This is an optimization exercise on Yosys and OpenROAD, whose aim is small area, a short achievable clock period and few clock cycles, not a production implementation. Only simulation tests tie the RTL to the original design; equivalence was not proved. Power is estimated from default activity; no workload was simulated.

==> inputs of run a <==
Design bprs_core, start of the top module:
module bprs_core (
    input  wire        clk,
    input  wire        rst,
    input  wire        h_valid,
    input  wire        h_write,
    input  wire [7:0]  h_addr,
    input  wire [63:0] h_wdata,
    output wire        h_ready,
    output reg  [63:0] h_rdata,
    output reg         m_valid,
    output reg         m_write,
    output reg  [12:0] m_addr,
    output reg  [63:0] m_wdata,
    output reg  [7:0]  m_wstrb,
    input  wire        m_ready,
    input  wire [63:0] m_rdata
);
export LEC_CHECK = 0
export CAP_MARGIN = 40
export CORE_MARGIN = 2
export CORE_UTILIZATION = 40
export PLACE_DENSITY = 0.55
export SLEW_MARGIN = 40
create_clock -name core_clock -period 14.0 [get_ports {clk}]
run.sh (not shown) runs the stock make flow with config.mk's settings and CLKGATE_MAP_FILE= SYNTH_SCRIPT=/design/flow/synth_recipe.tcl, a recipe that flattens the netlist after the stock synthesis.
==> run b: changes against run a <==
--- a/flow/design.v
+++ b/flow/design.v
@@ -44,11 +44,10 @@
     localparam [3:0] S_T2   = 4'd5;    
     localparam [3:0] S_T3   = 4'd6;    
     localparam [3:0] S_SL   = 4'd7;    
     localparam [3:0] S_RUN  = 4'd8;    
     localparam [3:0] S_RD   = 4'd9;    
-    localparam [3:0] S_W    = 4'd10;   
     reg [63:0]  xr [0:7];
     reg [63:0]  qr [0:7];       
     reg [7:0]   xz;
     reg [7:0]   qz;
     reg [3:0]   status;
@@ -294,11 +293,10 @@
     reg [13:0]  cd;               
     reg [7:0]   pend;             
     reg [1:0]   fl_state;         
     reg         e_lastc;
     reg [19:0]  dx;               
-    reg [19:0]  dxm;              
     reg         wa_v;
     reg [2:0]   wa_s;
     reg [5:0]   wa_ps;
     reg [15:0]  wa_pa;
     reg         wa_part;
@@ -393,23 +391,20 @@
                 2'd2: rd_rev[di] = m_rdata[(di & ~31) | (31 - (di & 31))];
                 default: rd_rev[di] = m_rdata[63 - di];
             endcase
         end
     end
-    wire [63:0]  fc_in = e_dec ? rd_rev : m_rdata;
-    wire [127:0] fc_w  = {fc_in, carry} >> {fn_sh, 3'b000};
-    wire [63:0]  fc    = fn_z ? fc_in : fc_w[63:0];
     reg          fn_dec;       
     reg          e_srcp;       
     reg  [2:0]   fn_sh;        
     reg          fn_z;         
     reg          e_dec;        
-    wire [63:0]  fn_hi  = rr;
-    wire [63:0]  fn_lo  = (fn_z || !rr_v) ? rr : carry;      
+    wire [63:0]  fn_hi  = e_srcp ? raw : rr;
+    wire [63:0]  fn_lo  = fn_z ? fn_hi : (fn_dec && !rr_v) ? rr : carry;    
     wire [127:0] fn_w   = {fn_hi, fn_lo} >> {fn_sh, 3'b000};
     wire [63:0]  fn_out = fn_w[63:0];
-    wire [63:0] f_in   = e_srcp ? raw : tt;
+    wire [63:0] f_in   = e_srcp ? fn_out : tt;
     reg  [63:0] f_out;
     integer gi, gw, gb, gt;
     always @(*) begin
         for (gi = 0; gi < 64; gi = gi + 1) begin
             f_out[gi] = f_in[gi];
@@ -565,11 +560,11 @@
     wire src_path  = run && e_srcp;
     wire e_tt_free;
     wire s_rr_free = !rr_v || (!e_k1 && e_tr_go);
     wire s_raw_c   = src_path && raw_v && e_prime && !s_havec;      
     wire s_chunk   = src_path && raw_v && (!e_prime || s_havec) && s_rr_free;
-    wire s_flush   = src_path && !raw_v && !s_lnz && !rd_out && s_mnd;    
+    wire s_flush   = src_path && !raw_v && !s_lnz && !rd_out && s_mnd && s_rr_free;
     wire dep_ok    = !wd_v && !wa_v && (e_big ? !rs_act : (su_done && (pend == 8'd0) && (fl_state == 2'd0)));
     wire dep_go    = run && e_enc && !e_k1 && tt_v && dep_ok;
     assign e_tt_free = !tt_v || dep_go;
     wire e_tr_go   = run && e_enc && !e_k1 && rr_v && e_tt_free;
     wire d_rr_free = !rr_v;
@@ -621,16 +616,15 @@
     wire [2:0] ld_q    = raw_q;
     reg  [6:0]  la_nx [0:7];
     reg  [7:0]  inf_nx;
     reg  [7:0]  set_nx;
     reg  [19:0] dx_nx;
-    wire [19:0] dx0 = {c_b, 3'b000} >> lk;
     integer ln;
     always @(*) begin
         dx_nx = dx;
         if (d_cap && e_lm)
-            dx_nx = dxm;
+            dx_nx = (dx > {13'd0, e_d}) ? (dx - {13'd0, e_d}) : 20'd0;
         for (ln = 0; ln < 8; ln = ln + 1) begin
             la_nx[ln]  = l_aux[ln];
             inf_nx[ln] = l_infl[ln];
             set_nx[ln] = (su_cnt > ln) || (su_cnt == ln && run && e_lm && !su_done);
             if (run && e_lm && !su_done && su_cnt == ln)
@@ -673,20 +667,22 @@
     reg  [7:0]  xw_en, qw_en;
     reg  [63:0] w_data;
     always @(*) begin
         xw_en  = 8'd0;
         qw_en  = 8'd0;
-        w_data = carry;                
+        w_data = p_res;
         if (state == S_IDLE) begin
             w_data = h_wdata;
             xw_en  = hwx;
             qw_en  = hwq;
-        end else if (state == S_PH) begin
-            if (op != OP_VGMSB)
+        end else if (state == S_P) begin
+            if (!is_vprim)
+                xw_en[rd] = 1'b1;
+            else if (op != OP_VGMSB)
                 qw_en[{rd[1:0], 1'b0}] = 1'b1;
-        end else if (state == S_W) begin
-            if (!is_vprim || op == OP_VGMSB)
+        end else if (state == S_PH) begin
+            if (op == OP_VGMSB)
                 xw_en[rd] = 1'b1;
             else
                 qw_en[{rd[1:0], 1'b1}] = 1'b1;
         end
     end
@@ -755,23 +751,21 @@
                         state <= S_T1;
                     else
                         state <= S_P;
                 end
                 S_P: begin
-                    carry <= p_res;
                     if (is_vprim) begin
                         gm_lo   <= p_gm;
                         h_rdata <= hval;           
                         state   <= S_PH;
-                    end else
-                        state   <= S_W;
+                    end else begin
+                        status <= ST_OK;
+                        hrdy   <= 1'b1;
+                        state  <= S_IDLE;
+                    end
                 end
                 S_PH: begin
-                    carry <= p_res;
-                    state <= S_W;
-                end
-                S_W: begin
                     status <= ST_OK;
                     hrdy   <= 1'b1;
                     state  <= S_IDLE;
                 end
                 S_T1: begin
@@ -927,15 +921,11 @@
                 l_need[i] <= run && !e_enc && e_lm && e_lmask[i] && set_nx[i] && !inf_nx[i] &&
                              (la_nx[i] < e_rt) && ((dx_nx[19:7] != 13'd0) || (la_nx[i] < dx_nx[6:0]));
                 l_ready[i] <= !e_lmask[i] || (set_nx[i] && !inf_nx[i] &&
                               ((la_nx[i] >= e_d) || ((dx_nx[19:7] == 13'd0) && (la_nx[i] >= dx_nx[6:0]))));
             end
-            dx <= (state == S_T3) ? dx0 : dx_nx;
-            if (state == S_T3)
-                dxm <= (dx0 > ({13'd0, 7'd64} >> lk)) ? (dx0 - ({13'd0, 7'd64} >> lk)) : 20'd0;
-            else if (d_cap && e_lm)
-                dxm <= (dxm > {13'd0, e_d}) ? (dxm - {13'd0, e_d}) : 20'd0;
+            dx <= (state == S_T3) ? ({c_b, 3'b000} >> lk) : dx_nx;
             if (port_free) begin
                 if (wr_go) begin
                     m_valid <= 1'b1;
                     m_write <= 1'b1;
                     if (wr_wd) begin
@@ -958,28 +948,27 @@
                 end else begin
                     m_valid <= 1'b0;
                 end
             end
             if (m_valid && m_ready && !m_write) begin
-                raw      <= e_srcp ? fc : fc_in;
-                if (e_srcp)
-                    carry <= fc_in;
+                raw      <= e_dec ? rd_rev : m_rdata;
                 raw_sh   <= pt_sh;
                 raw_mask <= pt_mask;
                 raw_q    <= pt_q;
                 raw_ls   <= pt_ls;
             end
             if (rd_issue && e_srcp) begin
                 s_ptr  <= s_ptr + 13'd1;
                 s_left <= s_left - 14'd1;
                 s_lnz  <= (s_left != 14'd1);
             end
-            if (s_raw_c)
+            if (s_raw_c) begin
+                carry   <= raw;
                 s_havec <= 1'b1;
-            if (s_flush)
-                raw <= fc;
-            if (s_chunk) begin
+            end
+            if (s_chunk || s_flush) begin
+                carry  <= raw;
                 rr     <= f_out;
                 s_made <= s_made + 14'd1;
                 s_mnd  <= (s_made + 14'd1 != (e_k1 ? e_nwo : e_c));
             end
             if (e_tr_go || d_cap)
@@ -1055,11 +1044,11 @@
             end
             if (rd_issue && fn_dec) begin
                 if (e_lm) begin
                     for (i = 0; i < 8; i = i + 1)
                         if (need_s == i) begin
-                            l_ptr[i]  <= l_ptr[i] + 13'd1;
+                            l_ptr[i]  <= rd_addr + 13'd1;
                         end
                 end else begin
                     if (!rs_part && pc_two)
                         rs_part <= 1'b1;
                     else begin
@@ -1108,13 +1097,13 @@
                 ow_nd   <= (ow + 14'd1 != e_nwo);
                 ow_c    <= (ow + 14'd1 == e_c);
                 ow_last <= (ow + 14'd2 == e_nwo);
                 ow_z    <= 1'b0;
             end
-            raw_v <= (m_valid && m_ready && !m_write) || s_flush ||
+            raw_v <= (m_valid && m_ready && !m_write) ||
                      (raw_v && !(s_raw_c || s_chunk || ld_go));
-            rr_v  <= (s_chunk || d_f_go) ||
+            rr_v  <= (s_chunk || s_flush || d_f_go) ||
                      (rr_v && !(e_tr_go || (wr_go && wr_out)));
             tt_v  <= (e_tr_go || d_cap) || (tt_v && !(dep_go || d_f_go));
         end
     end
 endmodule
==> run c: changes against run a <==
--- a/flow/design.v
+++ b/flow/design.v
@@ -44,11 +44,10 @@
     localparam [3:0] S_T2   = 4'd5;    
     localparam [3:0] S_T3   = 4'd6;    
     localparam [3:0] S_SL   = 4'd7;    
     localparam [3:0] S_RUN  = 4'd8;    
     localparam [3:0] S_RD   = 4'd9;    
-    localparam [3:0] S_W    = 4'd10;   
     reg [63:0]  xr [0:7];
     reg [63:0]  qr [0:7];       
     reg [7:0]   xz;
     reg [7:0]   qz;
     reg [3:0]   status;
@@ -294,11 +293,10 @@
     reg [13:0]  cd;               
     reg [7:0]   pend;             
     reg [1:0]   fl_state;         
     reg         e_lastc;
     reg [19:0]  dx;               
-    reg [19:0]  dxm;              
     reg         wa_v;
     reg [2:0]   wa_s;
     reg [5:0]   wa_ps;
     reg [15:0]  wa_pa;
     reg         wa_part;
@@ -393,23 +391,20 @@
                 2'd2: rd_rev[di] = m_rdata[(di & ~31) | (31 - (di & 31))];
                 default: rd_rev[di] = m_rdata[63 - di];
             endcase
         end
     end
-    wire [63:0]  fc_in = e_dec ? rd_rev : m_rdata;
-    wire [127:0] fc_w  = {fc_in, carry} >> {fn_sh, 3'b000};
-    wire [63:0]  fc    = fn_z ? fc_in : fc_w[63:0];
     reg          fn_dec;       
     reg          e_srcp;       
     reg  [2:0]   fn_sh;        
     reg          fn_z;         
     reg          e_dec;        
-    wire [63:0]  fn_hi  = rr;
-    wire [63:0]  fn_lo  = (fn_z || !rr_v) ? rr : carry;      
+    wire [63:0]  fn_hi  = fn_dec ? rr : raw;
+    wire [63:0]  fn_lo  = fn_z ? fn_hi : (fn_dec && !rr_v) ? rr : carry;    
     wire [127:0] fn_w   = {fn_hi, fn_lo} >> {fn_sh, 3'b000};
     wire [63:0]  fn_out = fn_w[63:0];
-    wire [63:0] f_in   = e_srcp ? raw : tt;
+    wire [63:0] f_in   = e_srcp ? fn_out : tt;
     reg  [63:0] f_out;
     integer gi, gw, gb, gt;
     always @(*) begin
         for (gi = 0; gi < 64; gi = gi + 1) begin
             f_out[gi] = f_in[gi];
@@ -565,11 +560,11 @@
     wire src_path  = run && e_srcp;
     wire e_tt_free;
     wire s_rr_free = !rr_v || (!e_k1 && e_tr_go);
     wire s_raw_c   = src_path && raw_v && e_prime && !s_havec;      
     wire s_chunk   = src_path && raw_v && (!e_prime || s_havec) && s_rr_free;
-    wire s_flush   = src_path && !raw_v && !s_lnz && !rd_out && s_mnd;    
+    wire s_flush   = src_path && !raw_v && !s_lnz && !rd_out && s_mnd && s_rr_free;
     wire dep_ok    = !wd_v && !wa_v && (e_big ? !rs_act : (su_done && (pend == 8'd0) && (fl_state == 2'd0)));
     wire dep_go    = run && e_enc && !e_k1 && tt_v && dep_ok;
     assign e_tt_free = !tt_v || dep_go;
     wire e_tr_go   = run && e_enc && !e_k1 && rr_v && e_tt_free;
     wire d_rr_free = !rr_v;
@@ -617,30 +612,30 @@
     assign rv_in = e_k1 ? rr : x_out;
     wire       ld_go   = run && fn_dec && raw_v;
     wire [2:0] ld_ls   = raw_ls;
     wire [10:0] ld_mask = raw_mask;
     wire [2:0] ld_q    = raw_q;
+    wire [6:0]  ld_v = l_aux[ld_ls] + (l_first[ld_ls] ? (7'd64 - {1'b0, l_fs[ld_ls], 3'b000}) : 7'd64);
     reg  [6:0]  la_nx [0:7];
     reg  [7:0]  inf_nx;
     reg  [7:0]  set_nx;
     reg  [19:0] dx_nx;
-    wire [19:0] dx0 = {c_b, 3'b000} >> lk;
     integer ln;
     always @(*) begin
         dx_nx = dx;
         if (d_cap && e_lm)
-            dx_nx = dxm;
+            dx_nx = (dx > {13'd0, e_d}) ? (dx - {13'd0, e_d}) : 20'd0;
         for (ln = 0; ln < 8; ln = ln + 1) begin
             la_nx[ln]  = l_aux[ln];
             inf_nx[ln] = l_infl[ln];
             set_nx[ln] = (su_cnt > ln) || (su_cnt == ln && run && e_lm && !su_done);
             if (run && e_lm && !su_done && su_cnt == ln)
                 la_nx[ln] = e_enc ? {1'b0, su_addr[2:0], 3'b000} : 7'd0;
             else if (dep_go && e_lm)
                 la_nx[ln] = {1'b0, l_aux[ln][5:0] + e_d[5:0]};
             else if (ld_go && e_lm && ld_ls == ln)
-                la_nx[ln] = l_aux[ln] + (l_first[ln] ? (7'd64 - {1'b0, l_fs[ln], 3'b000}) : 7'd64);
+                la_nx[ln] = ld_v;
             else if (d_cap && e_lm)
                 la_nx[ln] = (l_aux[ln] >= e_d) ? (l_aux[ln] - e_d) : 7'd0;
             if (state == S_T3)
                 inf_nx[ln] = 1'b0;
             if (rd_issue && fn_dec && e_lm && need_s == ln)
@@ -673,20 +668,22 @@
     reg  [7:0]  xw_en, qw_en;
     reg  [63:0] w_data;
     always @(*) begin
         xw_en  = 8'd0;
         qw_en  = 8'd0;
-        w_data = carry;                
+        w_data = p_res;
         if (state == S_IDLE) begin
             w_data = h_wdata;
             xw_en  = hwx;
             qw_en  = hwq;
-        end else if (state == S_PH) begin
-            if (op != OP_VGMSB)
+        end else if (state == S_P) begin
+            if (!is_vprim)
+                xw_en[rd] = 1'b1;
+            else if (op != OP_VGMSB)
                 qw_en[{rd[1:0], 1'b0}] = 1'b1;
-        end else if (state == S_W) begin
-            if (!is_vprim || op == OP_VGMSB)
+        end else if (state == S_PH) begin
+            if (op == OP_VGMSB)
                 xw_en[rd] = 1'b1;
             else
                 qw_en[{rd[1:0], 1'b1}] = 1'b1;
         end
     end
@@ -755,23 +752,21 @@
                         state <= S_T1;
                     else
                         state <= S_P;
                 end
                 S_P: begin
-                    carry <= p_res;
                     if (is_vprim) begin
                         gm_lo   <= p_gm;
                         h_rdata <= hval;           
                         state   <= S_PH;
-                    end else
-                        state   <= S_W;
+                    end else begin
+                        status <= ST_OK;
+                        hrdy   <= 1'b1;
+                        state  <= S_IDLE;
+                    end
                 end
                 S_PH: begin
-                    carry <= p_res;
-                    state <= S_W;
-                end
-                S_W: begin
                     status <= ST_OK;
                     hrdy   <= 1'b1;
                     state  <= S_IDLE;
                 end
                 S_T1: begin
@@ -927,15 +922,11 @@
                 l_need[i] <= run && !e_enc && e_lm && e_lmask[i] && set_nx[i] && !inf_nx[i] &&
                              (la_nx[i] < e_rt) && ((dx_nx[19:7] != 13'd0) || (la_nx[i] < dx_nx[6:0]));
                 l_ready[i] <= !e_lmask[i] || (set_nx[i] && !inf_nx[i] &&
                               ((la_nx[i] >= e_d) || ((dx_nx[19:7] == 13'd0) && (la_nx[i] >= dx_nx[6:0]))));
             end
-            dx <= (state == S_T3) ? dx0 : dx_nx;
-            if (state == S_T3)
-                dxm <= (dx0 > ({13'd0, 7'd64} >> lk)) ? (dx0 - ({13'd0, 7'd64} >> lk)) : 20'd0;
-            else if (d_cap && e_lm)
-                dxm <= (dxm > {13'd0, e_d}) ? (dxm - {13'd0, e_d}) : 20'd0;
+            dx <= (state == S_T3) ? ({c_b, 3'b000} >> lk) : dx_nx;
             if (port_free) begin
                 if (wr_go) begin
                     m_valid <= 1'b1;
                     m_write <= 1'b1;
                     if (wr_wd) begin
@@ -958,28 +949,27 @@
                 end else begin
                     m_valid <= 1'b0;
                 end
             end
             if (m_valid && m_ready && !m_write) begin
-                raw      <= e_srcp ? fc : fc_in;
-                if (e_srcp)
-                    carry <= fc_in;
+                raw      <= e_dec ? rd_rev : m_rdata;
                 raw_sh   <= pt_sh;
                 raw_mask <= pt_mask;
                 raw_q    <= pt_q;
                 raw_ls   <= pt_ls;
             end
             if (rd_issue && e_srcp) begin
                 s_ptr  <= s_ptr + 13'd1;
                 s_left <= s_left - 14'd1;
                 s_lnz  <= (s_left != 14'd1);
             end
-            if (s_raw_c)
+            if (s_raw_c) begin
+                carry   <= raw;
                 s_havec <= 1'b1;
-            if (s_flush)
-                raw <= fc;
-            if (s_chunk) begin
+            end
+            if (s_chunk || s_flush) begin
+                carry  <= raw;
                 rr     <= f_out;
                 s_made <= s_made + 14'd1;
                 s_mnd  <= (s_made + 14'd1 != (e_k1 ? e_nwo : e_c));
             end
             if (e_tr_go || d_cap)
@@ -1055,11 +1045,11 @@
             end
             if (rd_issue && fn_dec) begin
                 if (e_lm) begin
                     for (i = 0; i < 8; i = i + 1)
                         if (need_s == i) begin
-                            l_ptr[i]  <= l_ptr[i] + 13'd1;
+                            l_ptr[i]  <= rd_addr + 13'd1;
                         end
                 end else begin
                     if (!rs_part && pc_two)
                         rs_part <= 1'b1;
                     else begin
@@ -1108,13 +1098,13 @@
                 ow_nd   <= (ow + 14'd1 != e_nwo);
                 ow_c    <= (ow + 14'd1 == e_c);
                 ow_last <= (ow + 14'd2 == e_nwo);
                 ow_z    <= 1'b0;
             end
-            raw_v <= (m_valid && m_ready && !m_write) || s_flush ||
+            raw_v <= (m_valid && m_ready && !m_write) ||
                      (raw_v && !(s_raw_c || s_chunk || ld_go));
-            rr_v  <= (s_chunk || d_f_go) ||
+            rr_v  <= (s_chunk || s_flush || d_f_go) ||
                      (rr_v && !(e_tr_go || (wr_go && wr_out)));
             tt_v  <= (e_tr_go || d_cap) || (tt_v && !(dep_go || d_f_go));
         end
     end
 endmodule
==> results.txt <==
| quantity | run c | run a | run b |
|---|---|---|---|
| Outcome | no timing/DRC/antenna violations | no timing/DRC/antenna violations | failed layout checks |
| Reasons for failing layout checks | - | - | antenna rules |
| Worst setup path end | l_ready[5]$_DFFE_PN_ | dxm[0]$_DFFE_PP_ | tt[43]$_DFFE_PP_ |
| Area fraction of the dominant cell type after synthesis | 39.17% | 38.38% | 39.19% |
| Total combinational power | 5.35 mW | 5.77 mW | 5.15 mW |
| Worst path depth | 23 | 18 | 13 |
| Final setup slack of the worst path | 7.680 ns | 7.664 ns | 7.789 ns |
| Net switching power of the design | 8.277 mW | 8.530 mW | 7.991 mW |
| Average detailed-routed wire length per instance | 44.02 µm | 45.23 µm | 42.59 µm |
| Number of buffers added by the clock tree synthesis step | 341 | 341 | 337 |
| Number of DRC markers in iteration 0 | 35.16k | 37.71k | 34.59k |
| Power density relative to cell area | 105.1 nW/µm² | 104.8 nW/µm² | 104.2 nW/µm² |
| Source of the critical timing path | raw_ls[0]$_DFFE_PP_ | cmd[18]$_DFFE_PP_ | e_d[5]$_DFFE_PP_ |
| Power in the clock group | 9.13 mW | 9.35 mW | 8.99 mW |
| Share of synthesized area spent on multiplexers | 13.44% | 13.48% | 13.35% |
| Non-CTS buffers | 1431 | 1514 | 1332 |
| Pin count of the biggest net entering global routing | 203 | 205 | 191 |
| Post-DP Area | 221700 µm² | 227800 µm² | 220700 µm² |
| Largest incremental delay on the critical path | 0.57 ns | 0.65 ns | 0.82 ns |
| Met3 Usage GRT | 16.97% | 20.07% | 16.50% |
| Reg-to-reg startpoint | raw_ls[0]$_DFFE_PP_ | cmd[18]$_DFFE_PP_ | e_d[5]$_DFFE_PP_ |
| Area Overhead vs Synth | 13.06% | 13.12% | 12.55% |
| Combinational cell fraction of total power | 21.7% | 22.8% | 21.2% |
Testbench counts of run a, summed over its fixed seeds: cycles 30,505.
Testbench counts of run b, summed over its fixed seeds: cycles 30,281.
Testbench counts of run c, summed over its fixed seeds: cycles 30,281.

re-timing with driven ports:
How much do the figures lean on ideal ports? The routed layouts below were timed once more, with nothing changed but the port constraints. Step 1, drivers: a clkbuf_16 drives clk and a buf_2 each remaining input, both assumed. Step 2 moves the port delays by t, midway between the first and last clock arrival at a register: inputs arrive t later, outputs are due t later. That takes back most of the time a late clock gives input paths. a / b / c = ideal ports / drivers / drivers and shift; a / b = the first two.
run | shift t [ns] | setup slack, ns | hold WS [ns]
run a | 1.177 | 7.664 / 7.664 / 7.358 | 0.408 / 0.408 / 0.408
run b | 1.196 | 7.789 / 7.789 / 6.965 | 0.414 / 0.414 / 0.414
run c | 1.173 | 7.680 / 7.680 / 7.404 | 0.392 / 0.392 / 0.392
The setup slack of run b, which loses most, moves by 0.000 ns with the drivers and by -0.824 ns with both steps.
